This design comes from an exercise in tuning for small area, a short achievable clock period and few clock cycles per item on the open sky130 flow, not from production work. Only simulation tests tie the RTL to the original design; equivalence was not proved.

==> design.v <==
module ft8_textcodec (
    input  wire        clk,
    input  wire        rst,
    input  wire        start,
    input  wire [1:0]  op,
    input  wire [90:0] din,
    output wire        ready,
    output reg         done,
    output reg         ok,
    output reg         crc_ok,
    output reg  [90:0] dout
);
    localparam integer KS = 12;                
    localparam integer NU = 3;                
    localparam integer NR = 4;                
    localparam integer NC = (71 + KS - 1) / KS;  
    localparam integer W  = NC * KS;             
    localparam [13:0] CRC_POLY  = 14'h2757;
    localparam [70:0] F71_LIMIT = 71'd1283997101947010102272;
    function [13:0] mulx(input [13:0] v);
        mulx = {v[12:0], 1'b0} ^ (v[13] ? CRC_POLY : 14'd0);
    endfunction
    function [13:0] divx(input [13:0] v);
        divx = v[0] ? ({1'b1, 13'd0} | ((v ^ CRC_POLY) >> 1)) : (v >> 1);
    endfunction
    function [13:0] xpow(input integer n);
        integer i;
        begin
            xpow = 14'd1;
            for (i = 0; i < n; i = i + 1) xpow = mulx(xpow);
        end
    endfunction
    localparam [13:0] C_FWD = xpow(25);        
    localparam [13:0] C_REV = xpow(24 + W);    
    integer i;
    genvar  e, s, j;
    reg         bv;        
    reg  [1:0]  bop;
    reg  [90:0] bdin;
    reg         rdy;
    wire [NU-1:0] ubusy, ulast, ufin, ubusy_n, ulast_n, go_u;
    wire [NR-1:0] rbusy, rlast, rfin, rbusy_n, rlast_n, go_r;
    wire [NU-1:0] ufree = ~ubusy | ulast;      
    wire [NR-1:0] rfree = ~rbusy | rlast;
    wire to_u = (bop == 2'd1);
    generate
        for (e = 0; e < NU; e = e + 1) begin : gu
            if (e == 0) assign go_u[e] = bv & to_u & ufree[e];
            else        assign go_u[e] = bv & to_u & ufree[e] & ~|ufree[e-1:0];
        end
        for (e = 0; e < NR; e = e + 1) begin : gr
            if (e == 0) assign go_r[e] = bv & ~to_u & rfree[e];
            else        assign go_r[e] = bv & ~to_u & rfree[e] & ~|rfree[e-1:0];
        end
    endgenerate
    wire disp = |go_u | |go_r;
    assign ready = rdy;
    wire accept = start & rdy;
    reg [W-1:0] ubl;
    reg [13:0]  rxl;
    always @* begin
        ubl = {W{1'b0}};
        for (i = 0; i < 71; i = i + 1) ubl[W-71+i] = bdin[90-i];
        rxl = bdin[13:0];
        for (i = 0; i < 6; i = i + 1)
            if (bdin[19-i]) rxl = rxl ^ xpow(24-i);
    end
    wire tbl = (bdin[19:14] != 6'd0);
    wire [77:0] ufinal [0:NU-1];    
    wire [NU-1:0] u_ok, u_crc;
    generate
        for (e = 0; e < NU; e = e + 1) begin : ue
            reg          busy, last;
            reg  [3:0]   cnt;
            reg  [77:0]  dg;       
            reg  [W-1:0] b;        
            reg  [13:0]  crc;
            reg  [13:0]  rxc;      
            reg          tbad;     
            reg          ovf;      
            integer      k;
            assign ubusy[e] = busy;
            assign ulast[e] = last;
            assign ufin[e]  = busy & last;
            assign ubusy_n[e] = go_u[e] | (busy & ~last);
            assign ulast_n[e] = ~go_u[e] & busy & ~last & (cnt == NC - 2);
            wire [77:0] fst [0:KS];
            assign fst[0] = dg;
            for (s = 0; s < KS; s = s + 1) begin : fstep
                for (j = 0; j < 13; j = j + 1) begin : fdig
                    wire ci = (j == 12) ? b[s] : fst[s][6*(11-j)+5];
                    ft8_fcell u_cell (
                        .x ({ci, fst[s][6*(12-j) +: 5]}),
                        .q (fst[s+1][6*(12-j) +: 6])
                    );
                end
            end
            assign ufinal[e] = fst[KS];
            reg [13:0] crc_n;
            reg [70:0] f71;
            always @* begin
                crc_n = crc;
                for (k = 0; k < KS; k = k + 1)
                    crc_n = mulx(crc_n) ^ (b[k] ? C_FWD : 14'd0);
                for (k = 0; k < 71; k = k + 1) f71[70-k] = b[W-71+k];
            end
            wire ovf_n = (cnt == 4'd0) ? (f71 >= F71_LIMIT) : ovf;
            assign u_ok[e]  = ~tbad & ~ovf_n;
            assign u_crc[e] = (crc_n == rxc);
            always @(posedge clk) begin
                if (rst) begin
                    busy <= 1'b0;
                    last <= 1'b0;
                end else begin
                    busy <= ubusy_n[e];
                    last <= ulast_n[e];
                end
                if (go_u[e]) begin
                    cnt  <= 4'd0;
                    dg   <= {13{6'd14}};        
                    b    <= ubl;
                    crc  <= 14'd0;
                    rxc  <= rxl;
                    tbad <= tbl;
                    ovf  <= 1'b0;
                end else begin
                    cnt  <= cnt + 4'd1;
                    dg   <= fst[KS];
                    b    <= {{KS{1'b0}}, b[W-1:KS]};
                    crc  <= crc_n;
                    ovf  <= ovf_n;
                end
            end
        end
    endgenerate
    reg [77:0] udig;
    reg        uok, ucrc;
    always @* begin
        udig = 78'd0;
        uok  = 1'b0;
        ucrc = 1'b0;
        for (i = 0; i < NU; i = i + 1)
            if (ufin[i]) begin
                udig = udig | ufinal[i];
                uok  = uok  | u_ok[i];
                ucrc = ucrc | u_crc[i];
            end
    end
    wire [90:0] text;
    generate
        for (j = 0; j < 13; j = j + 1) begin : tchr
            ft8_chr42 u_chr (.x (udig[6*(12-j) +: 6]), .q (text[90-7*j -: 7]));
        end
    endgenerate
    wire [77:0] q42;     
    wire [76:0] q38;     
    generate
        for (j = 0; j < 11; j = j + 1) begin : lcc
            ft8_ccode u_c (.c (bdin[90-7*j -: 7]),
                           .q ({q42[6*(12-j) +: 6], q38[7*(10-j) +: 7]}));
        end
        for (j = 11; j < 13; j = j + 1) begin : lc42
            ft8_code42 u_c (.c (bdin[90-7*j -: 7]), .q (q42[6*(12-j) +: 6]));
        end
    endgenerate
    reg [77:0] rdl;
    reg        vl;
    always @* begin
        rdl = {13{6'd14}};              
        vl  = 1'b1;
        for (i = 0; i < 11; i = i + 1) vl = vl & ~q38[7*i+6];
        if (bop == 2'd0) rdl = q42;
        if (bop == 2'd2)
            for (i = 0; i < 11; i = i + 1) rdl[6*i +: 6] = q38[7*i +: 6];
    end
    wire [90:0] r_dout [0:NR-1];
    wire [NR-1:0] r_ok, r_crc;
    generate
        for (e = 0; e < NR; e = e + 1) begin : re
            reg          busy, last;
            reg  [1:0]   op_r;
            reg  [3:0]   cnt;
            reg  [77:0]  dg;       
            reg  [W-1:0] b;        
            reg  [13:0]  crc;
            reg          valid;    
            reg  [36:0]  ms, mc;   
            reg  [KS-1:0] hr;      
            integer      k;
            assign rbusy[e] = busy;
            assign rlast[e] = last;
            assign rfin[e]  = busy & last;
            assign rbusy_n[e] = go_r[e] | (busy & ~last);
            assign rlast_n[e] = ~go_r[e] & busy & ~last & (cnt == NC - 2);
            wire is_pack = (op_r == 2'd0);
            wire is_hash = (op_r == 2'd2);
            wire [77:0] rst_d [0:KS];
            wire [13:0] par   [0:KS-1];
            wire [36:0] mss   [0:KS];
            wire [36:0] mcs   [0:KS];
            wire [KS-1:0] obits, pbits;
            assign rst_d[0] = dg;
            assign mss[0]   = ms;
            assign mcs[0]   = mc;
            for (s = 0; s < KS; s = s + 1) begin : rstep
                assign par[s][0] = 1'b0;
                for (j = 0; j < 13; j = j + 1) begin : rdig
                    ft8_rcell u_cell (
                        .x ({hr[s], rst_d[s][6*(12-j) +: 6]}),
                        .q (rst_d[s+1][6*(12-j) +: 5])
                    );
                    assign par[s][j+1] = rst_d[s][6*(12-j)+5] ^ rst_d[s][6*(12-j)];
                    assign rst_d[s+1][6*(12-j)+5] = par[s][j];
                end
                assign obits[s] = par[s][13];
                ft8_mstep u_mul (
                    .s (mss[s]), .c (mcs[s]), .bit_in (obits[s]),
                    .s_n (mss[s+1]), .c_n (mcs[s+1]), .p (pbits[s])
                );
            end
            reg [13:0] crc_n;
            always @* begin
                crc_n = crc;
                for (k = 0; k < KS; k = k + 1)
                    crc_n = divx(crc_n) ^ (obits[k] ? C_REV : 14'd0);
            end
            wire [W-1:0] bn = {is_hash ? pbits : obits, b[W-1:KS]};
            wire selh = is_hash & valid;
            assign r_dout[e] = ({91{is_pack}} & {bn[70:0], 6'd0, crc_n})
                             | ({91{selh}} & {bn[63 -: 22], bn[63 -: 12], bn[63 -: 10], 47'd0});
            assign r_ok[e]  = is_pack | selh;
            assign r_crc[e] = is_pack;
            always @(posedge clk) begin
                if (rst) begin
                    busy <= 1'b0;
                    last <= 1'b0;
                end else begin
                    busy <= rbusy_n[e];
                    last <= rlast_n[e];
                end
                if (go_r[e]) begin
                    op_r  <= bop;
                    cnt   <= 4'd0;
                    dg    <= rdl;
                    crc   <= 14'd0;
                    valid <= vl;
                    ms    <= 37'd0;
                    mc    <= 37'd0;
                    hr    <= {KS{bop == 2'd2}};
                end else begin
                    cnt   <= cnt + 4'd1;
                    dg    <= rst_d[KS];
                    crc   <= crc_n;
                    ms    <= mss[KS];
                    mc    <= mcs[KS];
                    hr    <= {hr[0], hr[KS-1:1]};
                end
                b <= bn;
            end
        end
    endgenerate
    reg [90:0] rres;
    reg        rok, rcrc;
    always @* begin
        rres = 91'd0;
        rok  = 1'b0;
        rcrc = 1'b0;
        for (i = 0; i < NR; i = i + 1)
            if (rfin[i]) begin
                rres = rres | r_dout[i];
                rok  = rok  | r_ok[i];
                rcrc = rcrc | r_crc[i];
            end
    end
    wire       bv_n  = accept | (bv & ~disp);
    wire [1:0] bop_n = accept ? op : bop;
    wire       rdy_n = ~bv_n | ((bop_n == 2'd1) ? |(~ubusy_n | ulast_n)
                                                : |(~rbusy_n | rlast_n));
    always @(posedge clk) begin
        if (rst) begin
            bv   <= 1'b0;
            rdy  <= 1'b1;
            done <= 1'b0;
        end else begin
            bv   <= bv_n;
            rdy  <= rdy_n;
            done <= |ufin | |rfin;
        end
        if (accept) begin
            bop  <= op;
            bdin <= din;
        end
        dout   <= ({91{uok}} & text) | rres;
        ok     <= uok | rok;
        crc_ok <= ucrc | rcrc;
    end
endmodule
module ft8_ccode (input wire [6:0] c, output wire [12:0] q);
    wire new_n21, new_n22, new_n23, new_n24, new_n25, new_n26, new_n27, new_n28, new_n29, new_n30, new_n31, new_n32, new_n33, new_n34, new_n35, new_n36, new_n37, new_n38, new_n39, new_n40, new_n41, new_n42, new_n43, new_n44, new_n45, new_n46, new_n47, new_n48, new_n49, new_n51, new_n52, new_n53, new_n54, new_n55, new_n56, new_n57, new_n58, new_n59, new_n60, new_n61, new_n64, new_n65, new_n66, new_n67, new_n68, new_n69, new_n72, new_n73, new_n74, new_n75, new_n76, new_n77, new_n78, new_n79, new_n80, new_n82, new_n83, new_n85, new_n86, new_n87, new_n88, new_n89, new_n90, new_n91, new_n92, new_n93, new_n94, new_n95, new_n96, new_n98, new_n99, new_n100, new_n102, new_n103, new_n104, new_n106, new_n108, new_n109, new_n110, new_n111, new_n112, new_n114, new_n115, new_n116, new_n117, new_n118;
    assign new_n21 = ~c[4] & ~c[3];
    assign new_n22 = c[2] & c[1];
    assign new_n23 = c[0] & new_n22;
    assign new_n24 = c[3] & new_n23;
    assign new_n25 = c[5] & new_n24;
    assign new_n26 = ~c[2] & ~c[1];
    assign new_n27 = ~c[2] & ~c[0];
    assign new_n28 = ~new_n26 & ~new_n27;
    assign new_n29 = ~c[1] & ~c[0];
    assign new_n30 = ~new_n28 & ~new_n29;
    assign new_n31 = ~c[3] & new_n30;
    assign new_n32 = c[6] & ~new_n31;
    assign new_n33 = ~new_n25 & ~new_n32;
    assign new_n34 = c[6] & ~c[4];
    assign new_n35 = ~c[3] & ~new_n22;
    assign new_n36 = new_n34 & new_n35;
    assign new_n37 = c[6] & new_n28;
    assign new_n38 = ~c[3] & ~new_n23;
    assign new_n39 = ~new_n37 & new_n38;
    assign new_n40 = c[4] & ~new_n39;
    assign new_n41 = ~new_n36 & ~new_n40;
    assign new_n42 = ~new_n30 & ~new_n41;
    assign new_n43 = ~new_n33 & ~new_n42;
    assign new_n44 = c[3] & ~new_n26;
    assign new_n45 = c[6] & ~new_n44;
    assign new_n46 = ~new_n43 & ~new_n45;
    assign new_n47 = ~c[4] & ~c[2];
    assign new_n48 = new_n29 & new_n47;
    assign new_n49 = ~new_n46 & ~new_n48;
    assign q[5] = ~new_n21 & new_n49;
    assign new_n51 = c[0] & ~new_n21;
    assign new_n52 = ~c[1] & ~new_n51;
    assign new_n53 = ~c[4] & ~new_n27;
    assign new_n54 = new_n44 & new_n53;
    assign new_n55 = ~new_n52 & new_n54;
    assign new_n56 = ~new_n24 & ~new_n55;
    assign new_n57 = ~c[6] & c[5];
    assign new_n58 = ~new_n56 & new_n57;
    assign new_n59 = ~q[5] & ~new_n58;
    assign new_n60 = new_n34 & ~new_n35;
    assign new_n61 = ~new_n54 & new_n60;
    assign q[12] = ~new_n59 & ~new_n61;
    assign q[11] = new_n58 | new_n61;
    assign new_n64 = c[4] & ~new_n44;
    assign new_n65 = ~c[3] & ~c[1];
    assign new_n66 = new_n27 & new_n65;
    assign new_n67 = ~new_n64 & ~new_n66;
    assign new_n68 = new_n57 & ~new_n67;
    assign new_n69 = ~new_n49 & ~new_n68;
    assign q[6] = ~new_n61 & new_n69;
    assign q[10] = new_n41 | q[6];
    assign new_n72 = ~new_n23 & new_n28;
    assign new_n73 = ~c[3] & new_n72;
    assign new_n74 = ~new_n24 & ~new_n73;
    assign new_n75 = ~new_n49 & new_n74;
    assign new_n76 = ~new_n57 & ~new_n74;
    assign new_n77 = ~new_n53 & ~new_n76;
    assign new_n78 = new_n34 & ~new_n61;
    assign new_n79 = ~new_n74 & new_n78;
    assign new_n80 = ~new_n77 & ~new_n79;
    assign q[9] = new_n75 | new_n80;
    assign new_n82 = ~c[0] & new_n21;
    assign new_n83 = ~new_n51 & ~new_n82;
    assign q[0] = ~new_n69 & new_n83;
    assign new_n85 = ~q[11] & ~q[0];
    assign new_n86 = c[3] & c[2];
    assign new_n87 = ~c[4] & ~new_n86;
    assign new_n88 = c[4] & new_n86;
    assign new_n89 = c[1] & ~new_n88;
    assign new_n90 = ~new_n87 & ~new_n89;
    assign new_n91 = new_n87 & new_n89;
    assign new_n92 = ~new_n90 & ~new_n91;
    assign new_n93 = ~new_n85 & new_n92;
    assign new_n94 = ~c[1] & ~new_n47;
    assign new_n95 = ~new_n69 & new_n94;
    assign new_n96 = new_n85 & new_n95;
    assign q[8] = ~new_n93 & ~new_n96;
    assign new_n98 = c[1] & q[6];
    assign new_n99 = ~c[0] & q[11];
    assign new_n100 = ~new_n85 & ~new_n99;
    assign q[7] = ~new_n98 & new_n100;
    assign new_n102 = ~new_n30 & q[11];
    assign new_n103 = new_n30 & ~q[11];
    assign new_n104 = ~new_n102 & ~new_n103;
    assign q[4] = new_n43 & ~new_n104;
    assign new_n106 = new_n41 & new_n68;
    assign q[3] = new_n43 | new_n106;
    assign new_n108 = ~new_n68 & q[8];
    assign new_n109 = ~new_n72 & ~new_n108;
    assign new_n110 = ~new_n61 & ~new_n80;
    assign new_n111 = new_n49 & ~new_n110;
    assign new_n112 = q[8] & new_n111;
    assign q[2] = new_n109 | new_n112;
    assign new_n114 = c[1] & new_n51;
    assign new_n115 = ~new_n52 & ~new_n88;
    assign new_n116 = ~new_n114 & new_n115;
    assign new_n117 = ~new_n68 & ~new_n116;
    assign new_n118 = ~c[6] & new_n116;
    assign q[1] = ~new_n117 & ~new_n118;
endmodule
module ft8_code42 (input wire [6:0] c, output wire [5:0] q);
    assign q[0] = (~c[0] & ~c[3] & c[4] & c[6]) | (c[0] & ~c[3] & ~c[4] & c[6]) | (~c[0] & ~c[2] & c[4] & c[6]) | (~c[0] & ~c[3] & c[4] & c[5]) | (~c[0] & c[2] & c[3] & ~c[4] & c[6]) | (c[0] & ~c[1] & ~c[2] & ~c[4] & c[6]) | (c[0] & c[2] & c[3] & ~c[4] & c[5] & ~c[6]) | (~c[0] & ~c[1] & ~c[2] & c[4] & c[5]);
    assign q[1] = (~c[5] & ~c[6]) | (c[0] & c[1] & c[6]) | (~c[0] & ~c[1] & c[4]) | (~c[3] & ~c[4] & ~c[6]) | (c[2] & c[3] & c[4]) | (c[1] & ~c[2] & ~c[4]) | (~c[1] & ~c[4] & ~c[6]) | (c[0] & c[1] & c[4]) | (c[1] & ~c[3] & ~c[4]) | (~c[0] & ~c[1] & ~c[2] & ~c[3]) | (~c[0] & ~c[1] & c[2] & c[3]) | (c[1] & ~c[2] & c[3] & ~c[6]);
    assign q[2] = (~c[5] & ~c[6]) | (~c[4] & ~c[6]) | (~c[1] & c[2] & c[3]) | (~c[1] & ~c[2] & ~c[4]) | (~c[0] & c[1] & c[2] & c[6]) | (c[0] & c[1] & ~c[2] & c[3]) | (~c[1] & ~c[2] & ~c[6]) | (~c[1] & c[2] & c[4] & c[6]) | (~c[0] & ~c[2] & ~c[6]) | (c[2] & c[3] & c[4] & c[6]) | (c[1] & c[2] & ~c[3] & ~c[4]) | (c[0] & c[1] & ~c[2] & c[4] & c[6]) | (~c[0] & c[2] & c[3]) | (c[0] & c[1] & c[2] & ~c[3] & ~c[6]);
    assign q[3] = (c[3] & ~c[4]) | (~c[5] & ~c[6]) | (c[2] & c[3]) | (~c[4] & ~c[6]) | (~c[1] & ~c[2] & ~c[3] & c[4]) | (c[1] & c[2] & ~c[4]) | (c[1] & ~c[2] & ~c[6]) | (~c[0] & c[2] & ~c[6]) | (c[0] & c[1] & c[3]) | (~c[0] & ~c[1] & ~c[2] & ~c[3]) | (~c[0] & ~c[2] & ~c[3] & c[4]) | (~c[1] & c[2] & ~c[6]);
    assign q[4] = (~c[1] & ~c[2] & c[3] & ~c[4] & c[6]) | (c[1] & c[2] & ~c[3] & ~c[4] & c[6]) | (~c[0] & ~c[2] & c[3] & ~c[4] & c[6]) | (c[0] & c[2] & c[3] & ~c[4] & c[5] & ~c[6]) | (c[1] & c[2] & c[3] & ~c[4] & c[5] & ~c[6]) | (c[0] & c[1] & c[3] & ~c[4] & c[5] & ~c[6]) | (c[0] & c[1] & c[2] & c[3] & c[5] & ~c[6]);
    assign q[5] = (~c[3] & c[4] & c[6]) | (c[2] & c[3] & ~c[4] & c[6]) | (~c[0] & ~c[2] & c[4] & c[6]) | (c[0] & c[1] & c[3] & ~c[4] & c[5]) | (~c[1] & ~c[2] & c[4] & c[6]) | (c[1] & c[2] & c[3] & ~c[4] & c[5]) | (c[0] & c[2] & c[3] & ~c[4] & c[5]) | (c[0] & c[1] & c[3] & ~c[4] & c[6]) | (c[0] & c[1] & c[2] & c[3] & c[5] & ~c[6]);
endmodule
module ft8_chr42 (input wire [5:0] x, output wire [6:0] q);
    assign q[0] = (~x[0] & ~x[4] & x[5]) | (x[0] & x[4]) | (x[1] & x[4] & x[5]) | (~x[0] & x[2] & ~x[3]) | (x[0] & ~x[2] & ~x[3] & ~x[5]) | (~x[0] & ~x[1] & x[3] & ~x[4]) | (x[0] & ~x[1] & ~x[3] & ~x[5]) | (~x[0] & ~x[2] & x[3] & ~x[4]);
    assign q[1] = (~x[0] & x[1] & x[5]) | (x[0] & ~x[1] & x[5]) | (x[1] & x[4] & ~x[5]) | (~x[0] & x[1] & ~x[3]) | (x[0] & ~x[1] & x[3] & ~x[4]) | (~x[0] & x[4] & x[5]) | (~x[0] & x[1] & ~x[2]) | (x[1] & ~x[2] & ~x[3] & ~x[5]);
    assign q[2] = (x[0] & x[2] & x[5]) | (~x[1] & ~x[2] & ~x[5]) | (~x[1] & x[2] & x[5]) | (~x[0] & x[1] & ~x[2] & x[5]) | (x[1] & x[2] & x[4] & ~x[5]) | (x[0] & ~x[2] & x[3] & ~x[5]) | (~x[0] & x[1] & x[2] & ~x[3] & ~x[5]);
    assign q[3] = (x[2] & x[3] & x[5]) | (~x[1] & x[4]) | (~x[2] & x[4]) | (~x[1] & ~x[2] & ~x[3] & x[5]) | (x[0] & ~x[2] & ~x[3] & x[5]) | (~x[0] & x[1] & x[3] & x[5]) | (~x[0] & ~x[1] & x[2] & ~x[3] & ~x[5]) | (x[0] & x[1] & x[2] & ~x[3] & ~x[5]);
    assign q[4] = (~x[3] & x[5]) | (~x[1] & ~x[2] & x[3]) | (x[0] & x[3] & ~x[4] & ~x[5]) | (x[1] & x[2] & ~x[3]) | (~x[0] & ~x[1] & x[2] & ~x[4] & ~x[5]) | (~x[2] & x[4] & x[5]) | (x[0] & ~x[2] & x[5]) | (~x[2] & x[3] & ~x[4] & ~x[5]);
    assign q[5] = (x[3] & ~x[4] & ~x[5]) | (x[4] & x[5]) | (~x[0] & x[2] & ~x[4] & ~x[5]) | (x[1] & x[2] & ~x[3] & ~x[5]);
    assign q[6] = (~x[4] & x[5]) | (x[4] & ~x[5]) | (~x[2] & ~x[3]) | (x[0] & ~x[1] & ~x[3]);
endmodule
module ft8_fcell (input wire [5:0] x, output wire [5:0] q);
    assign q[0] = (x[3] & ~x[4] & x[5]) | (x[4] & ~x[5]) | (~x[2] & ~x[3] & ~x[5]) | (x[1] & x[2] & ~x[4] & x[5]) | (x[0] & ~x[1] & ~x[3] & ~x[5]);
    assign q[1] = (~x[0] & x[5]) | (~x[0] & x[2] & ~x[4]) | (~x[0] & x[3] & ~x[4]) | (x[0] & x[4] & ~x[5]) | (x[0] & ~x[2] & ~x[3] & ~x[5]) | (x[0] & ~x[1] & ~x[3] & ~x[5]);
    assign q[2] = (x[1] & x[3] & ~x[4]) | (x[1] & x[2] & ~x[4]) | (~x[1] & ~x[3] & x[5]) | (~x[0] & x[1] & ~x[5]) | (~x[1] & x[4] & x[5]) | (x[0] & ~x[1] & ~x[3]) | (x[0] & ~x[1] & x[4]);
    assign q[3] = (x[2] & ~x[4]) | (x[1] & ~x[3]) | (~x[2] & x[4]) | (x[0] & ~x[1] & x[2]) | (~x[1] & x[4] & x[5]) | (~x[0] & ~x[3] & ~x[5]);
    assign q[4] = (x[1] & x[2] & ~x[3]) | (~x[2] & x[4]) | (x[0] & ~x[1] & x[4]) | (~x[1] & x[4] & x[5]) | (~x[0] & x[2] & ~x[3] & ~x[5]);
    assign q[5] = (x[4]) | (~x[2] & ~x[3]) | (x[0] & ~x[1] & ~x[3]) | (~x[1] & ~x[3] & x[5]);
endmodule
module ft8_rcell (input wire [6:0] x, output wire [4:0] q);
    assign q[0] = (~x[1] & ~x[5]) | (~x[0] & ~x[1] & ~x[6]) | (x[0] & x[1] & x[5] & ~x[6]) | (~x[0] & x[1] & x[5] & x[6]) | (x[0] & ~x[1] & x[6]);
    assign q[1] = (x[2] & ~x[5]) | (x[1] & ~x[2] & x[5] & ~x[6]) | (x[0] & ~x[2] & x[5] & x[6]) | (~x[0] & ~x[1] & ~x[2] & x[5]) | (x[0] & ~x[1] & x[2] & ~x[6]) | (~x[0] & x[1] & x[2] & x[6]);
    assign q[2] = (x[3] & ~x[5]) | (x[1] & x[2] & x[3]) | (~x[0] & x[2] & x[3]) | (~x[1] & ~x[2] & ~x[3] & x[5]) | (x[0] & ~x[2] & ~x[3] & x[5]) | (x[2] & x[3] & x[6]) | (~x[0] & x[1] & x[3] & x[6]) | (~x[2] & ~x[3] & x[5] & ~x[6]) | (x[0] & ~x[1] & ~x[3] & x[5] & ~x[6]);
    assign q[3] = (~x[4] & ~x[5]) | (x[4] & x[5]) | (~x[1] & ~x[2] & ~x[3]) | (x[0] & ~x[2] & ~x[3]) | (~x[2] & ~x[3] & ~x[6]) | (x[0] & ~x[1] & ~x[3] & ~x[6]);
    assign q[4] = (x[4] & x[5]) | (~x[1] & ~x[2] & ~x[3] & x[5]) | (x[0] & ~x[2] & ~x[3] & x[5]) | (~x[2] & ~x[3] & x[5] & ~x[6]) | (x[0] & ~x[1] & ~x[3] & x[5] & ~x[6]);
endmodule
module ft8_mstep (input wire [36:0] s, input wire [36:0] c, input wire bit_in,
                  output wire [36:0] s_n, output wire [36:0] c_n, output wire p);
    localparam [36:0] K = 37'd47055833459;
    wire [36:0] k = bit_in ? K : 37'd0;
    wire [36:0] t = s ^ c ^ k;
    assign c_n = (s & c) | ((s | c) & k);
    assign s_n = {1'b0, t[36:1]};
    assign p   = t[0];
endmodule
==> run.sh <==
#!/bin/bash
# synth_recipe.tcl (not shown) runs the flow's synth.tcl, then flattens the netlist and writes it again
# the make line also repeats each setting of config.mk as NAME=value (left out here)
make -C /OpenROAD-flow-scripts/flow DESIGN_CONFIG=/design/flow/config.mk WORK_HOME=/design/flow/orfs CLKGATE_MAP_FILE= SYNTH_SCRIPT=/design/flow/synth_recipe.tcl finish
==> config.mk <==
export PLATFORM = sky130hd
export DESIGN_NAME = ft8_textcodec
export DESIGN_NICKNAME = ft8_textcodec
export VERILOG_FILES = /design/flow/design.v
export SDC_FILE = /design/flow/constraint.sdc
export NUM_CORES = 4
export LEC_CHECK = 0
export ABC_CLOCK_PERIOD_IN_PS = 13000
export CAP_MARGIN = 20
export CORE_MARGIN = 2
export CORE_UTILIZATION = 55
export SLEW_MARGIN = 20
export SYNTH_HIERARCHICAL = 1
==> constraint.sdc <==
create_clock -name core_clock -period 58.0 [get_ports {clk}]
set_input_delay 11.6000 -clock core_clock [delete_from_list [all_inputs] [get_ports {clk}]]
set_output_delay 11.6000 -clock core_clock [all_outputs]
set_load 0.01 [all_outputs]
==> results of run 1 <==
[state kept, by name, summed over array words and instances, names as in the netlist, 56 cells and up]
register  flops
re.b        240
bdin         91
dout         91
re.dg       312
ue.dg       231
re.crc       56
ue.b        216
re.mc       148
re.ms       148
[worst paths after layout]
kind                                  start           to  cells past startpoint
worst max-delay path                    rdy        ready                      1
worst min-delay path            re[0].b[36]  re[0].b[24]                      0
worst max register to register   ue[0].b[0]     dout[52]                     40
worst min register to register  re[0].b[36]  re[0].b[24]                      0
[per-stage QoR]
stage | area (um^2) | setup slack [ps]
after global routing | 260000 | 44310
after floorplan | 244000 | 44080
after detailed placement | 253000 | 43810
final | 260000 | 44310
after global placement | 252000 | 43820
after CTS | 260000 | 44240
[layout by cell type (no fill, tap or decap), types with 44 or more instances in the layout]
master and instances:
o21a_4 468, or3_1 643, a31oi_1 54, nand2_1 2337
dfxtp_2 48, nor3b_1 44, mux2_2 152, inv_1 737
o21ai_0 3009, nor2b_1 654, nand2b_1 1164, buf_4 199
a21o_1 65, and3_1 44, conb_1 224, xor3_1 63
clkdlybuf4s50_1 190, o31a_1 470, a21oi_1 2867, o211ai_1 672
a22oi_1 636, xor2_1 1735, xnor2_1 1927, or2_2 81
o21bai_1 1571, and2_1 408, edfxtp_1 148, mux2i_1 507
nor2_1 1528, a2bb2oi_1 480, nand3_1 82, a32oi_1 496
ha_1 1417, diode_2 50, fa_1 1008, dfxtp_1 1534
clkbuf_16 219, inv_2 641, xnor3_1 147, nor2_2 492
[metal layers]
metal | vias to the layer above | GRT usage [%]
met5 | - | 0
met4 | 8 | 10.2
met3 | 856 | 3.26
met2 | 4336 | 49.7
met1 | 102000 | 39.3
li1 | 108000 | -
[final cells by class]
cell class                      count  area share, %
Tap cell                         5904           2.84
Antenna cell                       50         0.0481
Clock inverter                    114          0.551
Multi-Input combinational cell  26400           77.0
Sequential cell                  1732           13.9
Clock buffer                      284           2.34
Timing Repair Buffer              393           1.33
Inverter                         1383           2.00
==> metrics.md, run 1 <==
| Metric | Value |
|---|---|
| Wirelength, routed | 687000 um |
| Fin crit period | approximately 14000 ps |
| Buffers on Ports | 190 |
| Core area | between 0.4 and 0.5 mm^2 |
| Worst slew margin relative to its limit | ~14% |
| Antenna Violating Nets Remaining | 0 |
| Hold Fails Final Rpt | 0 |
| Starting Density | a little under three fifths |
| Status | timing/DRC/antenna clean |
| Global-route wire length before repair | ~1100000 um |
| Total number of vias | around 210k |
| Area taken by multi-input logic gates | approximately 0.20 mm^2 |
| # IOs | 191 |
| Resized Gates After CTS | 0 |
| Final Skew | 143 ps |
| Die area | approximately 0.45 mm^2 |
| WL met3 | around 33000 um |
| Pin count of the biggest net entering global routing | 140 |
| Setup CP Type | reg -> out |
| Top Metal Used | met5 |
| Post-Syn Area | 0.243 mm^2 |
| Reg-to-reg setup timing slack | ~45000 ps |
| 1st-pass router iterations | 7 |
| Fin crit share | 23.6% |
| Crit path required time | between 40000 and 50000 ps |
| CTS Hold Bufs | 0 |
| CP max-delay cell | clkdlybuf4s50_1 |
| FF/Latch Area | ~0.036 mm^2 |
| Setup TNS | 0 ps |
| Critical-path cell list | clkdlybuf4s50_1 |
| Worst Hold Class | reg -> reg |
| Root buffer cell | clkbuf_16 |
| Fmax | 73.1 MHz |
| Critical Path Source Type | flip-flop |
| Share of layout cells above drive strength 1 | 9.15% |
| Non-Filler Instances | around 36000 |
| Gr ovfl total | 0 |
| RSZ-0062 raised after global routing | false |
| Post-synthesis cell count | around 30000 |
| CP Max Fanout | 2 |
| Die X | ~670 um |
| DRC Markers | 0 |
| Fin Hold WS | approximately 280 ps |
| Drt wl/cell | ~19 um |
| DR WL met2 | around 320000 um |
| H-tree depth | 4 |
| Clock Sinks | between 1500 and 2000 |
| DP HPWL | approximately 540000 um |
| Vias in the first global route | slightly below 200k |
| TritonCTS Buffers | about 220 |
| Buffers & Inverters on Critical Path | 1 |
| Critical path arrival | 2090 ps |
| # placed instances | approximately 36000 |
| DRT iter0 DRCs | around 15000 |
| Max-cap viol count | 0 |
| Synth Warn # | 7 |
| Clk slew on worst S/H paths | around 60 ps |
| DIE HEIGHT | between 600 and 700 um |
| Filler Cell Count | approximately 40000 |
| Core Util, Final | about three fifths |
| Worst-Margin Slew | around 1300 ps |
| CP top delay family | buffers and inverters |
| TritonCTS clock tree | done |
| Final Wtd Congestion | approximately 0.92 |
| CP max stage delay | about 630 ps |
| Initial antenna violation count | 67 |
| Total track usage | between 20% and 30% |
| Capturing element type of the critical path | output pin |
| Met1 Wirelength | approximately 310000 um |
| Final Setup Violations | 0 |
| Area Growth Syn to Fin | 7.00% |
| Max-slew violations | 0 |
| # nets final | 32600 |
| Mean number of vias per cell | 5.93 |
| Clock buffer depth | 4 |
| Worst-Skew Late Latency | 1000 ps |
| Syn avg cell area | 8.15 um^2 |
| # rows | 244 |
| Post-CTS Setup Inserts | 0 |
Testbench counts, summed over its fixed seeds: cycles 3,939, items 3,200.
==> run 2, diff against run 1 <==
--- a/design.v
+++ b/design.v
@@ -11,8 +11,8 @@
     output reg  [90:0] dout
 );
     localparam integer KS = 12;                
-    localparam integer NU = 3;                
-    localparam integer NR = 4;                
+    localparam integer NU = 2;                
+    localparam integer NR = 2;                
     localparam integer NC = (71 + KS - 1) / KS;  
     localparam integer W  = NC * KS;             
     localparam [13:0] CRC_POLY  = 14'h2757;
@@ -38,6 +38,7 @@
     reg  [1:0]  bop;
     reg  [90:0] bdin;
     reg         rdy;
+    reg  [NC-1:0] dpipe;   
     wire [NU-1:0] ubusy, ulast, ufin, ubusy_n, ulast_n, go_u;
     wire [NR-1:0] rbusy, rlast, rfin, rbusy_n, rlast_n, go_r;
     wire [NU-1:0] ufree = ~ubusy | ulast;      
@@ -278,13 +279,15 @@
                                                 : |(~rbusy_n | rlast_n));
     always @(posedge clk) begin
         if (rst) begin
-            bv   <= 1'b0;
-            rdy  <= 1'b1;
-            done <= 1'b0;
+            bv    <= 1'b0;
+            rdy   <= 1'b1;
+            dpipe <= {NC{1'b0}};
+            done  <= 1'b0;
         end else begin
-            bv   <= bv_n;
-            rdy  <= rdy_n;
-            done <= |ufin | |rfin;
+            bv    <= bv_n;
+            rdy   <= rdy_n;
+            dpipe <= {dpipe[NC-2:0], disp};
+            done  <= dpipe[NC-1];         
         end
         if (accept) begin
             bop  <= op;
==> run 2 against run 1 <==
Effect of this change:
- final cell count decreased by 40%
- sequential cell count down 673
- setup slack gained 360 ps
- core utilization increased by 0.17 points
- via count shrank 40%
- clock-buffer cell count down 103
- design area shrank 40%
- largest cell class unchanged
- synthesized cell count down 40%
- synthesized area is 40% lower
- still clean on timing, DRC and antenna
- die area fell by 40%
- first-iteration DRC count shrank 42%
==> metrics.md, run 2 <==
| Metric | Value |
|---|---|
| Critical Path Source Type | flip-flop |
| Crit path required time | 46400 ps (about the same) |
| CP top delay family | buffers and inverters |
| Hold Fails Final Rpt | 0 (unchanged) |
| Pin count of the biggest net entering global routing | 106 (-24%) |
| Core Util, Final | 59.2% (+0.17 points) |
| Buffers & Inverters on Critical Path | 1 (unchanged) |
| # placed instances | 21400 (-40%) |
| Worst Hold Class | reg -> reg |
| Global-route wire length before repair | 644000 um (-40%) |
| CP max stage delay | 560 ps (-70 ps) |
| TritonCTS clock tree | done |
| Clk slew on worst S/H paths | 60 ps (about the same) |
| CP Max Fanout | 1 (-1) |
| Post-CTS Setup Inserts | 0 (unchanged) |
| # IOs | 191 (unchanged) |
| Clock buffer depth | 4 (unchanged) |
| Drt wl/cell | 19.1 um (+0.75%) |
| Total track usage | 29.8% (+0.19 points) |
| Synth Warn # | 7 (unchanged) |
| Initial antenna violation count | 17 (-75%) |
| Area Growth Syn to Fin | 7.20% |
| Area after DPL | 0.150 mm^2 (-41%) |
| DP HPWL | 324000 um (-40%) |
| Max-slew violations | 0 (unchanged) |
| Syn avg cell area | 8.11 um^2 (-0.39%) |
| Post-route cell area | 0.155 mm^2 (-40%) |
| Hold Path Depth | 0 (unchanged) |
| Share of layout cells above drive strength 1 | 10.2% (+1.1 points) |
| Core area | 0.262 mm^2 (-41%) |
| DRC Markers | 0 (unchanged) |
| Final Setup Violations | 0 (unchanged) |
| Fin crit period | 13330 ps (-360 ps) |
| Setup CP Type | reg -> out |
| 1st-pass router iterations | 6 (-1) |
| Largest regs | re.dg (156), ue.dg (154), ue.b (144) |
| CP max-delay cell | clkdlybuf4s50_1 |
| Final Wtd Congestion | 0.937 (+1.4%) |
| Root buffer cell | clkbuf_16 |
| Most common cell after layout, fill and taps aside | o21ai_0 |
| Die area | 0.267 mm^2 (-40%) |
| Worst R2R Path Depth | 41 (+2.5%) |
| Die X | 517 um (-23%) |
| Worst-Margin Slew | 1250 ps (-40.0 ps) |
| Gr ovfl total | 0 (unchanged) |
| Max reg flops | 156 (-50%) |
| Biggest register | re.dg |
| Buffers on Ports | 190 (unchanged) |
| Final Skew | 78.0 ps (-64.6 ps) |
| RSZ-0062 raised after global routing | false |
| # rows | 188 (-23%) |
| H-tree depth | 4 (unchanged) |
| Wirelength, routed | 413000 um (-40%) |
| Non-Filler Instances | 21600 (-40%) |
| TritonCTS Buffers | 139 (-36%) |
| Max-cap viol count | 0 (unchanged) |
| Vias in the first global route | 116000 (-41%) |
| Fin crit share | 23.0% (-0.62 points) |
| Critical path arrival | 1730 ps (-360 ps) |
| Most frequent cells in the layout | 1843 x o21ai_0, 1746 x a21oi_1, 1081 x xnor2_1, 1078 x nand2_1, 966 x nor2_1 |
| Critical-path cell list | clkdlybuf4s50_1 |
| Filler Cell Count | 24500 (-39%) |
| Capturing element type of the critical path | output pin |
| Resized Gates After CTS | 0 (unchanged) |
| Post-synthesis cell count | 17800 (-40%) |
| DIE HEIGHT | 517 um (-23%) |
| Setup TNS | 0 ps (unchanged) |
| Crit. path cell count | 1 (unchanged) |
| Clock Sinks | 1059 (-39%) |
| Total number of vias | 129000 (-40%) |
| Mean number of vias per cell | 5.95 (+0.31%) |
| Post-Syn Area | 0.145 mm^2 (-40%) |
| Worst-Skew Late Latency | 860 ps (-140 ps) |
| Fmax | 75.0 MHz (+2.7%) |
| Antenna Violating Nets Remaining | 0 (unchanged) |
| CTS Hold Bufs | 0 (unchanged) |
| DRT iter0 DRCs | 8771 (-42%) |
| Worst slew margin relative to its limit | 16.3% (+2.4 points) |
| Status | timing/DRC/antenna clean |
| Starting Density | 55.2% (+0.063 points) |
| # nets final | 19300 (-41%) |
run 2: cell types whose count changed in the layout (fill, tap and decap cells not counted), sizes merged, moves of 315 or more:
cell,change
a21oi,-1121
dfxtp,-652
fa,-504
ha,-702
inv,-498
nand2,-1261
nand2b,-512
nor2,-740
o21ai,-1150
o21bai,-623
or3,-315
xnor2,-833
xor2,-864
run 2: area by class of cell:
class | instances | area [um^2] | share of cell area, %
clock inverter | 71 | 987 | 0.636
timing repair buffer | 306 | 2770 | 1.79
multi-input combinational | 15600 | 117000 | 75.5
tap | 3515 | 4400 | 2.83
clock buffer | 181 | 3900 | 2.51
antenna | 32 | 80.1 | 0.0516
sequential | 1059 | 22500 | 14.5
inverter | 885 | 3330 | 2.14
run 2: path summary, 6_finish.rpt:
check,slack [ps],end,start
worst max-delay path,44670,ok,ok
worst min-delay path,330,re[0].b[24],re[0].b[36]
worst max register to register,44860,dout[87],ue[0].dg[17]
worst min register to register,330,re[0].b[24],re[0].b[36]
run 2: worst reg2reg max path, delay by kind of cell, from the launching register on:
family                 cells  cell delay [ps]
AOI/OAI and AO/OA         27            10180
and+or+nand+nor           11             1800
muxes                      1              370
DFF                        1              360
buffers and inverters      2              260
run 2: layer usage:
| metal | GRT usage, % | wire, um |
|---|---|---|
| met1 | 38.8 | 185000 |
| met4 | 13.9 | 21200 |
| met5 | 0 | 13 |
| met2 | 49.7 | 190000 |
| met3 | 2.56 | 16900 |
run 2: stage by stage:
| step | hold slack (ps) | worst slack, ps |
|---|---|---|
| floorplan | 331 | 44080 |
| global placement | 335 | 44300 |
| detailed placement | 337 | 44280 |
| CTS | 350 | 44610 |
| global route | 354 | 43840 |
| finish | 335 | 44670 |
Testbench counts of run 2, summed over its fixed seeds: cycles 6,845, items 3,200.
==> run 3, diff against run 2 <==
--- a/design.v
+++ b/design.v
@@ -12,7 +12,7 @@
 );
     localparam integer KS = 12;                
     localparam integer NU = 2;                
-    localparam integer NR = 2;                
+    localparam integer NR = 3;                
     localparam integer NC = (71 + KS - 1) / KS;  
     localparam integer W  = NC * KS;             
     localparam [13:0] CRC_POLY  = 14'h2757;
==> run 3 against run 2 <==
Effect of this change:
- sequential share of layout area down 0.17 points
- first-iteration DRC count grew 22%
- synthesized area grew 24%
- clock skew up 35 ps
- register-to-register slack better by 730 ps
- setup slack lost 170 ps
- fmax is 1.3% lower
- design area up 24%
- wire length rose by 18%
- die area up 24%
- critical endpoint is now ready
==> metrics.md, run 3 <==
| Metric | Value |
|---|---|
| Worst slew margin relative to its limit | 12.2% (-4.2 points) |
| Gr ovfl total | 0 (unchanged) |
| CP Max Fanout | 2 (+1) |
| Wirelength, routed | 488000 um (+18%) |
| RR Startpoint | ue[0].b[0] |
| Share of layout cells above drive strength 1 | 9.34% (-0.90 points) |
| # IOs | 191 (unchanged) |
| Most frequent cells in the layout | 2139 x o21ai_0, 2106 x a21oi_1, 1504 x xnor2_1, 1475 x nand2_1, 1292 x xor2_1 |
| Fin crit period | 13500 ps (+172 ps) |
| TritonCTS clock tree | done |
| Post-Syn Area | 0.179 mm^2 (+24%) |
| Post-synthesis cell count | 21800 (+23%) |
| H-tree depth | 4 (unchanged) |
| Synth Warn # | 7 (unchanged) |
| Pin count of the biggest net entering global routing | 94 (-11%) |
| Clk slew on worst S/H paths | 60 ps (about the same) |
| Worst R2R Path Depth | 42 (+2.4%) |
| Max-slew violations | 0 (unchanged) |
| Pre-CTS setup slack | 44140 ps (-137 ps) |
| Buffers on Ports | 190 (unchanged) |
| Largest regs | re.dg (234), re.b (180), ue.dg (154) |
| Final Setup Violations | 0 (unchanged) |
| Fin worst setup slack | 44500 ps (-172 ps) |
| Hold Crit Start | re[2].b[24] |
| # rows | 209 (+11%) |
| Starting Density | 55.3% (+0.064 points) |
| Max reg flops | 234 (+50%) |
| CP max-delay cell | clkdlybuf4s50_1 |
| Biggest register | re.dg |
| Antenna Violating Nets Remaining | 0 (unchanged) |
| Critical Path Source Type | flip-flop |
| CTS Hold Bufs | 0 (unchanged) |
| Fin crit share | 23.3% (+0.30 points) |
| DIE HEIGHT | 575 um (+11%) |
| Mean number of vias per cell | 5.88 (-1.2%) |
| Capturing element type of the critical path | output pin |
| Total track usage | 28.5% (-1.3 points) |
| Resized Gates After CTS | 0 (unchanged) |
| Setup crit start | rdy |
| DRC Markers | 0 (unchanged) |
| Post-CTS Setup Inserts | 0 (unchanged) |
| Final Wtd Congestion | 0.937 (about the same) |
| Most common cell after layout, fill and taps aside | o21ai_0 |
| Die X | 575 um (+11%) |
| Max-cap viol count | 0 (unchanged) |
| Critical path arrival | 1900 ps (+170 ps) |
| # nets final | 23900 (+24%) |
| Hold Path Depth | 0 (unchanged) |
| Global-route wire length before repair | 776000 um (+20%) |
| Core area | 0.325 mm^2 (+24%) |
| Drt wl/cell | 18.4 um (-3.7%) |
| Initial antenna violation count | 34 (+17) |
| Crit path required time | 46400 ps (about the same) |
| Root buffer cell | clkbuf_16 |
| Worst-Skew Late Latency | 910 ps (+50 ps) |
| Die area | 0.331 mm^2 (+24%) |
| Final Skew | 113 ps (+35.0 ps) |
| Fmax | 74.1 MHz (-1.3%) |
| Worst Hold Class | reg -> reg |
| CP top delay family | buffers and inverters |
| Hold Fails Final Rpt | 0 (unchanged) |
| Worst-Margin Slew | 1300 ps (+56.9 ps) |
| Status | timing/DRC/antenna clean |
| Critical-path cell list | clkdlybuf4s50_1 |
| DP HPWL | 383000 um (+18%) |
| Crit. path cell count | 1 (unchanged) |
| TritonCTS Buffers | 162 (+17%) |
| Total number of vias | 156000 (+21%) |
| Clock Sinks | 1306 (+23%) |
| RSZ-0062 raised after global routing | false |
| Non-Filler Instances | 26500 (+22%) |
| Vias in the first global route | 144000 (+23%) |
| Clock buffer depth | 4 (unchanged) |
| CP max stage delay | 570 ps (about the same) |
| 1st-pass router iterations | 15 (+9) |
| Buffers & Inverters on Critical Path | 1 (unchanged) |
| Setup TNS | 0 ps (unchanged) |
| Area Growth Syn to Fin | 6.90% |
| Setup CP Type | reg -> out |
| DRT iter0 DRCs | 10700 (+22%) |
| # placed instances | 26200 (+23%) |
| Filler Cell Count | 29700 (+21%) |
| Syn avg cell area | 8.21 um^2 (+1.2%) |
## run 3: layout make-up
type / instances / area, um^2 / area share [%]
multi-input cells: 19200 / 146000 / 76.3
flip-flops and latches: 1306 / 27500 / 14.3
well taps: 4325 / 5410 / 2.82
clock buffers: 204 / 4480 / 2.33
inverters: 1073 / 4030 / 2.10
repair buffers: 325 / 2920 / 1.52
clock inverters: 89 / 1150 / 0.602
diodes: 14 / 35.0 / 0.0183
## run 3: worst paths after layout
check | end | slack [ps]
min | re[2].b[12] | 330
max reg2reg | dout[80] | 45590
max | ready | 44500
min reg2reg | re[2].b[12] | 330
## run 3: through the flow
stage | hold WS [ps] | utilization, % | instance area [um^2]
6_report | 329 | 59.1 | 192000
5_1_grt | 333 | 59.1 | 192000
4_1_cts | 326 | 59.1 | 192000
3_5_place_dp | 335 | 57.4 | 186000
3_3_place_gp | 337 | 57.4 | 186000
2_1_floorplan | 330 | - | 180000
## run 3: layer usage
layer	GRT usage, %	part of all wire [%]
met4	9.21	3.5
met3	3.29	4.7
met2	46.7	45
met5	0	0.011
met1	38.9	47
Testbench counts of run 3, summed over its fixed seeds: cycles 5,372, items 3,200.
==> run 4, diff against run 3 <==
--- a/design.v
+++ b/design.v
@@ -11,8 +11,8 @@
     output reg  [90:0] dout
 );
     localparam integer KS = 12;                
-    localparam integer NU = 2;                
-    localparam integer NR = 3;                
+    localparam integer NU = 3;                
+    localparam integer NR = 4;                
     localparam integer NC = (71 + KS - 1) / KS;  
     localparam integer W  = NC * KS;             
     localparam [13:0] CRC_POLY  = 14'h2757;
==> run 4 against run 3 <==
Effect of this change:
- sequential share of layout area decreased by 0.31 points
- wire length rose by 41%
- fmax grew 0.26%
- synthesized area is 35% higher
- global-route usage is 1.1 points higher
- core utilization about the same
- final cell count up 36%
- clock-buffer cell count rose by 79
- design area grew 35%
- via count up 37%
==> metrics.md, run 4 <==
| Metric | Value |
|---|---|
| Wirelength, routed | 687000 um (+41%) |
| Total number of vias | 214000 (+37%) |
| DIE HEIGHT | 668 um (+16%) |
| Max-slew violations | 0 (unchanged) |
| DRC Markers | 0 (unchanged) |
| Crit path required time | 46400 ps (about the same) |
| Area taken by multi-input logic gates | 0.199 mm^2 (+36%) |
| Non-Filler Instances | 36000 (+36%) |
| Status | timing/DRC/antenna clean |
| Syn avg cell area | 8.16 um^2 (-0.63%) |
| TritonCTS clock tree | done |
| # IOs | 191 (unchanged) |
| Pin count of the biggest net entering global routing | 98 (+4.3%) |
| CP top delay family | buffers and inverters |
| Buffers on Ports | 190 (unchanged) |
| Antenna Violating Nets Remaining | 0 (unchanged) |
| Mean number of vias per cell | 5.94 (+0.97%) |
| Buffers & Inverters on Critical Path | 1 (unchanged) |
| Gr ovfl total | 0 (unchanged) |
| Resized Gates After CTS | 0 (unchanged) |
| CP max-delay cell | clkdlybuf4s50_1 |
| Fmax | 74.3 MHz (+0.26%) |
| # nets final | 32500 (+36%) |
| Final Wtd Congestion | 0.928 (-0.95%) |
| Most frequent cells in the layout | 2943 x o21ai_0, 2899 x a21oi_1, 2139 x nand2_1, 1952 x xnor2_1, 1763 x xor2_1 |
| Die X | 668 um (+16%) |
| CP Max Fanout | 2 (unchanged) |
| Critical Path Source Type | flip-flop |
| DRT iter0 DRCs | 14100 (+31%) |
| Post-CTS Setup Inserts | 0 (unchanged) |
| Worst-Margin Slew | 1190 ps (-112 ps) |
| Initial antenna violation count | 46 (+35%) |
| 1st-pass router iterations | 7 (-8) |
| Area Growth Syn to Fin | 6.95% (about the same) |
| # rows | 243 (+16%) |
| FF/Latch Area | 0.0363 mm^2 (+32%) |
| Critical path arrival | 1860 ps (-40 ps) |
| # placed instances | 35600 (+36%) |
| Largest regs | re.dg (312), re.b (240), ue.dg (231) |
| Setup CP Type | reg -> out |
| Biggest register | re.dg |
| Max reg flops | 312 (+33%) |
| Worst-Skew Late Latency | 1000 ps (+90 ps) |
| Worst Hold Class | reg -> reg |
| Synth Warn # | 7 (unchanged) |
| Setup TNS | 0 ps (unchanged) |
| H-tree depth | 4 (unchanged) |
| Worst slew margin relative to its limit | 19.8% (+7.6 points) |
| TritonCTS Buffers | 214 (+32%) |
| Die area | 0.446 mm^2 (+35%) |
| Fin crit period | 13460 ps (-35.5 ps) |
| Capturing element type of the critical path | output pin |
| RSZ-0062 raised after global routing | false |
| Global-route wire length before repair | 1080000 um (+39%) |
| Max-cap viol count | 0 (unchanged) |
| Most common cell after layout, fill and taps aside | o21ai_0 |
| Final Setup Violations | 0 (unchanged) |
| Hold Fails Final Rpt | 0 (unchanged) |
| Core area | 0.438 mm^2 (+35%) |
| Drt wl/cell | 19.1 um (+3.7%) |
| Vias in the first global route | 198000 (+38%) |
| Fin crit share | 23.2% (-0.061 points) |
| Total track usage | 29.6% (+1.1 points) |
| Clock buffer depth | 4 (unchanged) |
| CTS Hold Bufs | 0 (unchanged) |
| Critical-path cell list | clkdlybuf4s50_1 |
| Starting Density | 55.3% (about the same) |
| Share of layout cells above drive strength 1 | 9.60% (+0.26 points) |
| DP HPWL | 537000 um (+40%) |
| Post-Syn Area | 0.242 mm^2 (+35%) |
| Final Skew | 127 ps (+14.2 ps) |
| CP max stage delay | 560 ps (about the same) |
| Clk slew on worst S/H paths | 60 ps (about the same) |
| Filler Cell Count | 40000 (+34%) |
| Root buffer cell | clkbuf_16 |
| Clock Sinks | 1738 (+33%) |
| Post-synthesis cell count | 29700 (+36%) |
## run 4: area by class of cell
class / instances / area share (%)
multi-input combinational: 26200 / 76.9
clock inverter: 99 / 0.511
clock buffer: 283 / 2.34
antenna: 23 / 0.0222
tap: 5880 / 2.84
inverter: 1361 / 1.97
timing repair buffer: 416 / 1.40
sequential: 1738 / 14.0
## run 4: metal layers
metal,share of wire (%),global-route usage [%]
met3,4.5,3.07
met4,3.4,9.22
met5,0.013,0
met2,46,50.4
met1,46,39.2
## run 4: per-stage QoR
| stage | setup WS, ps | hold WS, ps | cell area, um^2 | utilization (%) |
|---|---|---|---|---|
| floorplan | 44080 | 331 | 243000 | - |
| global placement | 44320 | 334 | 252000 | 57.4 |
| detailed placement | 44300 | 336 | 252000 | 57.4 |
| CTS | 44450 | 336 | 259000 | 59.1 |
| global route | 44470 | 335 | 259000 | 59.1 |
| finish | 44540 | 339 | 259000 | 59.1 |
## run 4: worst paths after layout
kind,slack (ps),endpoint,startpoint,cells past startpoint
setup / recovery,44540,ready,rdy,1
setup reg to reg,45810,dout[59],ue[2].b[0],41
hold / removal,340,re[0].b[35],re[0].b[47],0
hold reg to reg,340,re[0].b[35],re[0].b[47],0
Testbench counts of run 4, summed over its fixed seeds: cycles 3,939, items 3,200.

==> separate check: timing with driven ports <==
No port has a modelled driver above. Below, the same layouts with a new extraction and two added sets of constraints.
Step 1, drivers: a clkbuf_16 drives clk and a buf_2 each remaining input, both assumed.
Step 2 adds t to the input delays and takes it off the output delays; t is the mean of the earliest and latest rising clock arrival at the registers after step 1. Input paths then give back, and output paths get back, about the clock's delay inside the block.
Slacks: ideal ports / drivers / drivers and shift; pairs: ideal ports / drivers.
| run | t, ns | setup slack, ns | clock arrival spread, ns | slew at the worst register clock pin (ns) |
|---|---|---|---|---|
| run 1 | 1.050 | 44.314 / 44.195 / 43.795 | 0.146 / 0.146 | 0.07 / 0.07 |
| run 2 | 0.919 | 44.673 / 44.574 / 44.303 | 0.082 / 0.083 | 0.07 / 0.07 |
| run 3 | 0.965 | 44.501 / 44.395 / 44.121 | 0.116 / 0.116 | 0.08 / 0.08 |
| run 4 | 1.055 | 44.537 / 44.416 / 44.209 | 0.127 / 0.128 | 0.07 / 0.07 |
After both steps setup and hold are still met in every run listed. The setup slack of run 1, which loses most, moves by -0.119 ns with the drivers and by -0.519 ns with both steps.
